Background: an optimization exercise with open tools, aiming at small area. Do not read the settings as production practice.
In this exercise RTL edits were held to simulation tests only and were not proved equivalent to the original.
Power is estimated from default activity; no workload was simulated.

==> inputs of job 2850 <==
==> flow/design.v (excerpt) <==
module tclir_engine (
    input  wire        clk,
    input  wire        rst,
    input  wire        cmd_valid,
    input  wire [31:0] cmd,
    output wire        ir_out,
    output wire        enc_idle,
    output reg         resp_valid,
    output reg  [3:0]  resp_op,
    output reg         resp_level_valid,
    output wire        resp_level,
    output reg         resp_value_valid,
    output wire [31:0] resp_value,
    output reg         resp_framing_error,
    output reg         resp_illegal
);
==> module tclir_engine, before the edit <==
module tclir_engine (
    input  wire        clk,
    input  wire        rst,
    input  wire        cmd_valid,
    input  wire [31:0] cmd,
    output wire        ir_out,
    output wire        enc_idle,
    output reg         resp_valid,
    output reg  [3:0]  resp_op,
    output reg         resp_level_valid,
    output wire        resp_level,
    output reg         resp_value_valid,
    output wire [31:0] resp_value,
    output reg         resp_framing_error,
    output reg         resp_illegal
);
    wire [3:0] op      = cmd[31:28];
    wire [7:0] byte_in = cmd[7:0];
    wire z27_24 = (cmd[27:24] == 4'd0);
    wire z27_8  = z27_24 && (cmd[23:8] == 16'd0);
    wire z27_0  = z27_8 && (cmd[7:0] == 8'd0);
    wire is_nop  = (op == 4'h0) && z27_0;
    wire is_set  = (op == 4'h1) && z27_24;
    wire is_tick = (op == 4'h2) && z27_0;
    wire is_fx   = (op == 4'h3) && z27_8;
    wire is_ct   = (op == 4'h4) && z27_8;
    wire is_illegal = !(is_nop || is_set || is_tick || is_fx || is_ct);
    wire do_set  = cmd_valid && is_set;
    wire do_tick = cmd_valid && is_tick;
    wire do_fx   = cmd_valid && is_fx;
    wire do_ct   = cmd_valid && is_ct;
    wire eq53 = (byte_in == 8'h53);
    wire eq62 = (byte_in == 8'h62);
    wire eq63 = (byte_in == 8'h63);
    reg [7:0]  c;
    reg        frm;
    reg        ir;
    reg [23:0] pay;
    assign ir_out = ir;
    wire idle   = c[7] & ~c[6] & c[5] & c[3];
    wire in_pre = c[7] & c[6];
    wire in_bit = ~c[7] & ~(c[6] & c[5]);
    wire [4:0] bidx    = c[6:2];
    wire       cur_bit = pay[5'd23 - bidx];
    wire tick_act = do_tick & ~idle;
    wire mark_end = ir & (~in_pre | (c[4] & c[2] & c[1] & c[0]));
    wire c_low7   = c[2] & c[1] & c[0];
    wire trl_end  = ~ir & c[7] & ~c[6] & c[5] & c_low7;
    wire gap_end  = ~ir & ((c_low7 & c[7] & (c[6] | c[5])) |
                           (c[1] & c[0] & in_bit));
    wire pend     = tick_act & (mark_end | gap_end);
    wire emit_tk  = pend & ~(trl_end & frm);
    wire skip0    = ir & in_bit & ~cur_bit;
    always @(posedge clk) begin
        if (rst) begin
            c   <= 8'd168;
            ir  <= 1'b0;
        end else if (do_set) begin
            c   <= 8'd232;
            ir  <= 1'b1;
        end else if (tick_act) begin
            if (trl_end & ~frm)
                c <= 8'd232;
            else
                c <= c + {6'd0, skip0, 1'b1};
            if (emit_tk)
                ir <= ~ir;
        end
    end
    always @(posedge clk) begin
        if (do_set) begin
            frm <= 1'b0;
            pay <= cmd[23:0];
        end else if (tick_act & trl_end) begin
            frm <= 1'b1;
        end
    end
    assign enc_idle   = idle;
    assign resp_level = resp_level_valid & ir;
    reg        fd;
    reg [1:0]  fk;
    reg [23:0] fx_acc;
    wire fx_last = fd & fk[1] & fk[0];
    wire fx_emit = do_fx & fx_last;
    wire fx_err  = do_fx & ~fd & fk[0] & ~eq62;
    always @(posedge clk) begin
        if (rst) begin
            fd <= 1'b0;
            fk <= 2'd0;
        end else if (do_fx) begin
            if (fd) begin
                fk <= fk + 2'd1;
                if (fk == 2'd3)
                    fd <= 1'b0;
            end else if (fk[0]) begin
                fk <= 2'd0;
                fd <= eq62;
            end else begin
                fk[0] <= eq53;
            end
        end
    end
    always @(posedge clk) begin
        if (do_fx & fd & ~(fk[1] & fk[0]))
            fx_acc <= {byte_in, fx_acc[23:8]};
    end
    reg [1:0]  cs;
    reg [31:0] ct_acc;
    wire ct_recv  = cs[1];
    wire ct_magic = cs[0];
    wire ct_clr   = do_ct & ct_magic & eq62;
    wire ct_sh    = do_ct & ct_recv & byte_in[7];
    wire ct_emit  = do_ct & ct_recv & ~byte_in[7] & eq63;
    wire ct_err   = do_ct & (ct_recv ? (~byte_in[7] & ~eq63) :
                             ct_magic ? ~eq62 : ~eq53);
    always @(posedge clk) begin
        if (rst) begin
            cs <= 2'b00;
        end else if (do_ct) begin
            if (ct_recv)
                cs <= byte_in[7] ? 2'b10 : 2'b00;
            else if (ct_magic)
                cs <= eq62 ? 2'b10 : 2'b00;
            else
                cs <= eq53 ? 2'b01 : 2'b00;
        end
    end
    wire        ct_keep  = ~(ct_sh | ct_clr);
    wire [31:0] ct_shv   = {ct_acc[24:0], byte_in[6:0]};
    wire [31:0] ct_acc_d;
    genvar gi;
    generate
        for (gi = 0; gi < 32; gi = gi + 1) begin : g_ct
            tclir_ao22 u_ao (.a1(ct_sh), .a2(ct_shv[gi]), .b1(ct_keep), .b2(ct_acc[gi]),
                             .y(ct_acc_d[gi]));
        end
    endgenerate
    always @(posedge clk)
        ct_acc <= ct_acc_d;
    reg [7:0] rv_hi;
    always @(posedge clk) begin
        if (rst || !cmd_valid) begin
            resp_valid         <= 1'b0;
            resp_op            <= 4'd0;
            resp_level_valid   <= 1'b0;
            resp_value_valid   <= 1'b0;
            rv_hi              <= 8'd0;
            resp_framing_error <= 1'b0;
            resp_illegal       <= 1'b0;
        end else begin
            resp_valid         <= 1'b1;
            resp_op            <= op;
            resp_level_valid   <= do_set | emit_tk;
            resp_value_valid   <= fx_emit | ct_emit;
            rv_hi              <= ({8{fx_emit}} & byte_in) |
                                  ({8{ct_emit}} & ct_acc[31:24]);
            resp_framing_error <= fx_err | ct_err;
            resp_illegal       <= is_illegal;
        end
    end
    wire sel_fx = resp_value_valid & resp_op[0];
    wire sel_ct = resp_value_valid & ~resp_op[0];
    wire [23:0] rv_lo;
    generate
        for (gi = 0; gi < 24; gi = gi + 1) begin : g_rv
            tclir_ao22 u_ao (.a1(sel_fx), .a2(fx_acc[gi]), .b1(sel_ct), .b2(ct_acc[gi]),
                             .y(rv_lo[gi]));
        end
    endgenerate
    assign resp_value = {rv_hi, rv_lo};
endmodule
==> module tclir_ao22, before the edit <==
module tclir_ao22 (
    input  wire a1,
    input  wire a2,
    input  wire b1,
    input  wire b2,
    output wire y
);
    assign y = (a1 & a2) | (b1 & b2);
endmodule
clock: 5.0 ns
lec_check: 0
cap_margin: 20
core_margin: 2
core_utilization: 40
cts_buf_list: sky130_fd_sc_hd__clkbuf_8
slew_margin: 20
synth_hierarchical: 1
run.sh (not shown) runs the stock make flow with config.mk's settings and CLKGATE_MAP_FILE= SYNTH_SCRIPT=/design/flow/synth_recipe.tcl, a recipe that flattens the netlist after the stock synthesis.
==> job 5146: changes against job 2850 <==
--- a/flow/design.v
+++ b/flow/design.v
@@ -127,14 +127,8 @@
     end
-    wire        ct_keep  = ~(ct_sh | ct_clr);
-    wire [31:0] ct_shv   = {ct_acc[24:0], byte_in[6:0]};
-    wire [31:0] ct_acc_d;
-    genvar gi;
-    generate
-        for (gi = 0; gi < 32; gi = gi + 1) begin : g_ct
-            tclir_ao22 u_ao (.a1(ct_sh), .a2(ct_shv[gi]), .b1(ct_keep), .b2(ct_acc[gi]),
-                             .y(ct_acc_d[gi]));
-        end
-    endgenerate
-    always @(posedge clk)
-        ct_acc <= ct_acc_d;
+    always @(posedge clk) begin
+        if (ct_clr)
+            ct_acc <= 32'd0;
+        else if (ct_sh)
+            ct_acc <= {ct_acc[24:0], byte_in[6:0]};
+    end
     reg [7:0] rv_hi;
@@ -162,19 +156,4 @@
     wire sel_ct = resp_value_valid & ~resp_op[0];
-    wire [23:0] rv_lo;
-    generate
-        for (gi = 0; gi < 24; gi = gi + 1) begin : g_rv
-            tclir_ao22 u_ao (.a1(sel_fx), .a2(fx_acc[gi]), .b1(sel_ct), .b2(ct_acc[gi]),
-                             .y(rv_lo[gi]));
-        end
-    endgenerate
-    assign resp_value = {rv_hi, rv_lo};
+    assign resp_value = {rv_hi,
+                         ({24{sel_fx}} & fx_acc) | ({24{sel_ct}} & ct_acc[23:0])};
 endmodule
-module tclir_ao22 (
-    input  wire a1,
-    input  wire a2,
-    input  wire b1,
-    input  wire b2,
-    output wire y
-);
-    assign y = (a1 & a2) | (b1 & b2);
-endmodule
- CTS_CLUSTER_DIAMETER: not set -> 100
- CTS_CLUSTER_SIZE: not set -> 30
- SYNTH_HIERARCHICAL: 1 -> not set
==> job 545: changes against job 2850 <==
--- a/flow/design.v
+++ b/flow/design.v
@@ -127,14 +127,8 @@
     end
-    wire        ct_keep  = ~(ct_sh | ct_clr);
-    wire [31:0] ct_shv   = {ct_acc[24:0], byte_in[6:0]};
-    wire [31:0] ct_acc_d;
-    genvar gi;
-    generate
-        for (gi = 0; gi < 32; gi = gi + 1) begin : g_ct
-            tclir_ao22 u_ao (.a1(ct_sh), .a2(ct_shv[gi]), .b1(ct_keep), .b2(ct_acc[gi]),
-                             .y(ct_acc_d[gi]));
-        end
-    endgenerate
-    always @(posedge clk)
-        ct_acc <= ct_acc_d;
+    always @(posedge clk) begin
+        if (ct_clr)
+            ct_acc <= 32'd0;
+        else if (ct_sh)
+            ct_acc <= {ct_acc[24:0], byte_in[6:0]};
+    end
     reg [7:0] rv_hi;
@@ -162,19 +156,4 @@
     wire sel_ct = resp_value_valid & ~resp_op[0];
-    wire [23:0] rv_lo;
-    generate
-        for (gi = 0; gi < 24; gi = gi + 1) begin : g_rv
-            tclir_ao22 u_ao (.a1(sel_fx), .a2(fx_acc[gi]), .b1(sel_ct), .b2(ct_acc[gi]),
-                             .y(rv_lo[gi]));
-        end
-    endgenerate
-    assign resp_value = {rv_hi, rv_lo};
+    assign resp_value = {rv_hi,
+                         ({24{sel_fx}} & fx_acc) | ({24{sel_ct}} & ct_acc[23:0])};
 endmodule
-module tclir_ao22 (
-    input  wire a1,
-    input  wire a2,
-    input  wire b1,
-    input  wire b2,
-    output wire y
-);
-    assign y = (a1 & a2) | (b1 & b2);
-endmodule
- CTS_BUF_LIST: sky130_fd_sc_hd__clkbuf_8 -> sky130_fd_sc_hd__clkbuf_16
- CTS_CLUSTER_DIAMETER: not set -> 200
- CTS_CLUSTER_SIZE: not set -> 60
- SYNTH_HIERARCHICAL: 1 -> not set
==> job 7116: changes against job 2850 <==
==> flow/flow/run.sh (new file) <==
#!/bin/bash
# Standard layout, with the port buffers made from the smallest buffer cell.
set -euo pipefail
export BUFFER_PORTS_ARGS="-buffer_cell sky130_fd_sc_hd__buf_1"
bash standard.sh finish > standard_flow.log 2>&1
==> flow/standard.sh (new file) <==
#!/bin/bash
# synth_recipe.tcl (not shown) runs the flow's synth.tcl, then flattens the netlist and writes it again
# the make line also repeats each setting of config.mk as NAME=value (left out here)
make -C /OpenROAD-flow-scripts/flow DESIGN_CONFIG=/design/flow/config.mk WORK_HOME=/design/flow/orfs CLKGATE_MAP_FILE= SYNTH_SCRIPT=/design/flow/synth_recipe.tcl "${@:-finish}"
removed: flow/run.sh
==> run summary <==
metric                                                        job 7116        job 5146         job 545        job 2850
Yosys warnings                                                       7               1               1               7
Worst Reg-to-Reg Cells                                               9              10              10               9
Most crowded layer after global routing                           met2            met2            met2            met1
Proportion of cell area occupied by multi-input gates            32.7%           33.2%           32.7%           29.9%
Width of the chip                                               110 µm          114 µm          114 µm          110 µm
Power attributed to the clock group                             545 µW          504 µW          665 µW          523 µW
Max-slew headroom at the worst pin                               27.7%           34.9%           34.4%           31.3%
Area of combinational cells with multiple inputs              1700 µm²        1970 µm²        1970 µm²        1690 µm²
Worst voltage drop across the vdd grid                        0.140 mV        0.116 mV        0.153 mV        0.168 mV
Sink of the worst hold path                                  fx_acc[2]       fx_acc[8]      fx_acc[15]       fx_acc[6]
Pre-CTS setup slack                                            1.64 ns         1.11 ns         1.11 ns         1.31 ns
Count of nets after finishing                                      477             528             528             478
Portion of total power attributed to the clock network           35.4%           33.1%           39.4%           34.0%
Net switching power of the design                               372 µW          339 µW          359 µW          356 µW
Outcome                                                 finished clean  finished clean  finished clean  finished clean

## what the ideal ports hide
The flow's constraints put no driver on any port. The routed layouts listed below were extracted and timed again, unchanged, in two steps. Step 1: set_driving_cell puts a clkbuf_16 on clk and a buf_2 on each other input, an assumption about the parent block. Step 2 moves the port delays by t, midway between the first and last clock arrival at a register: inputs arrive t later, outputs are due t later. That takes back most of the time a late clock gives input paths. a / b / c = ideal / step 1 / step 2; a / b = the first two.
run | t, ns | slack for setup (ns) | latest minus earliest clock arrival (ns) | worst slew at a driven data input, ns
job 2850 | 0.394 | 1.632 / 1.600 / 1.328 | 0.022 / 0.022 | 0.05
job 5146 | 0.399 | 1.542 / 1.543 / 1.155 | 0.009 / 0.009 | 0.04
job 545 | 0.381 | 1.506 / 1.524 / 1.143 | 0.006 / 0.007 | 0.04
job 7116 | 0.403 | 1.731 / 1.731 / 1.718 | 0.014 / 0.014 | 0.04
After both steps setup and hold are still met in every run listed. The setup slack of job 5146, which loses most, moves by +0.001 ns with the drivers and by -0.387 ns with both steps.
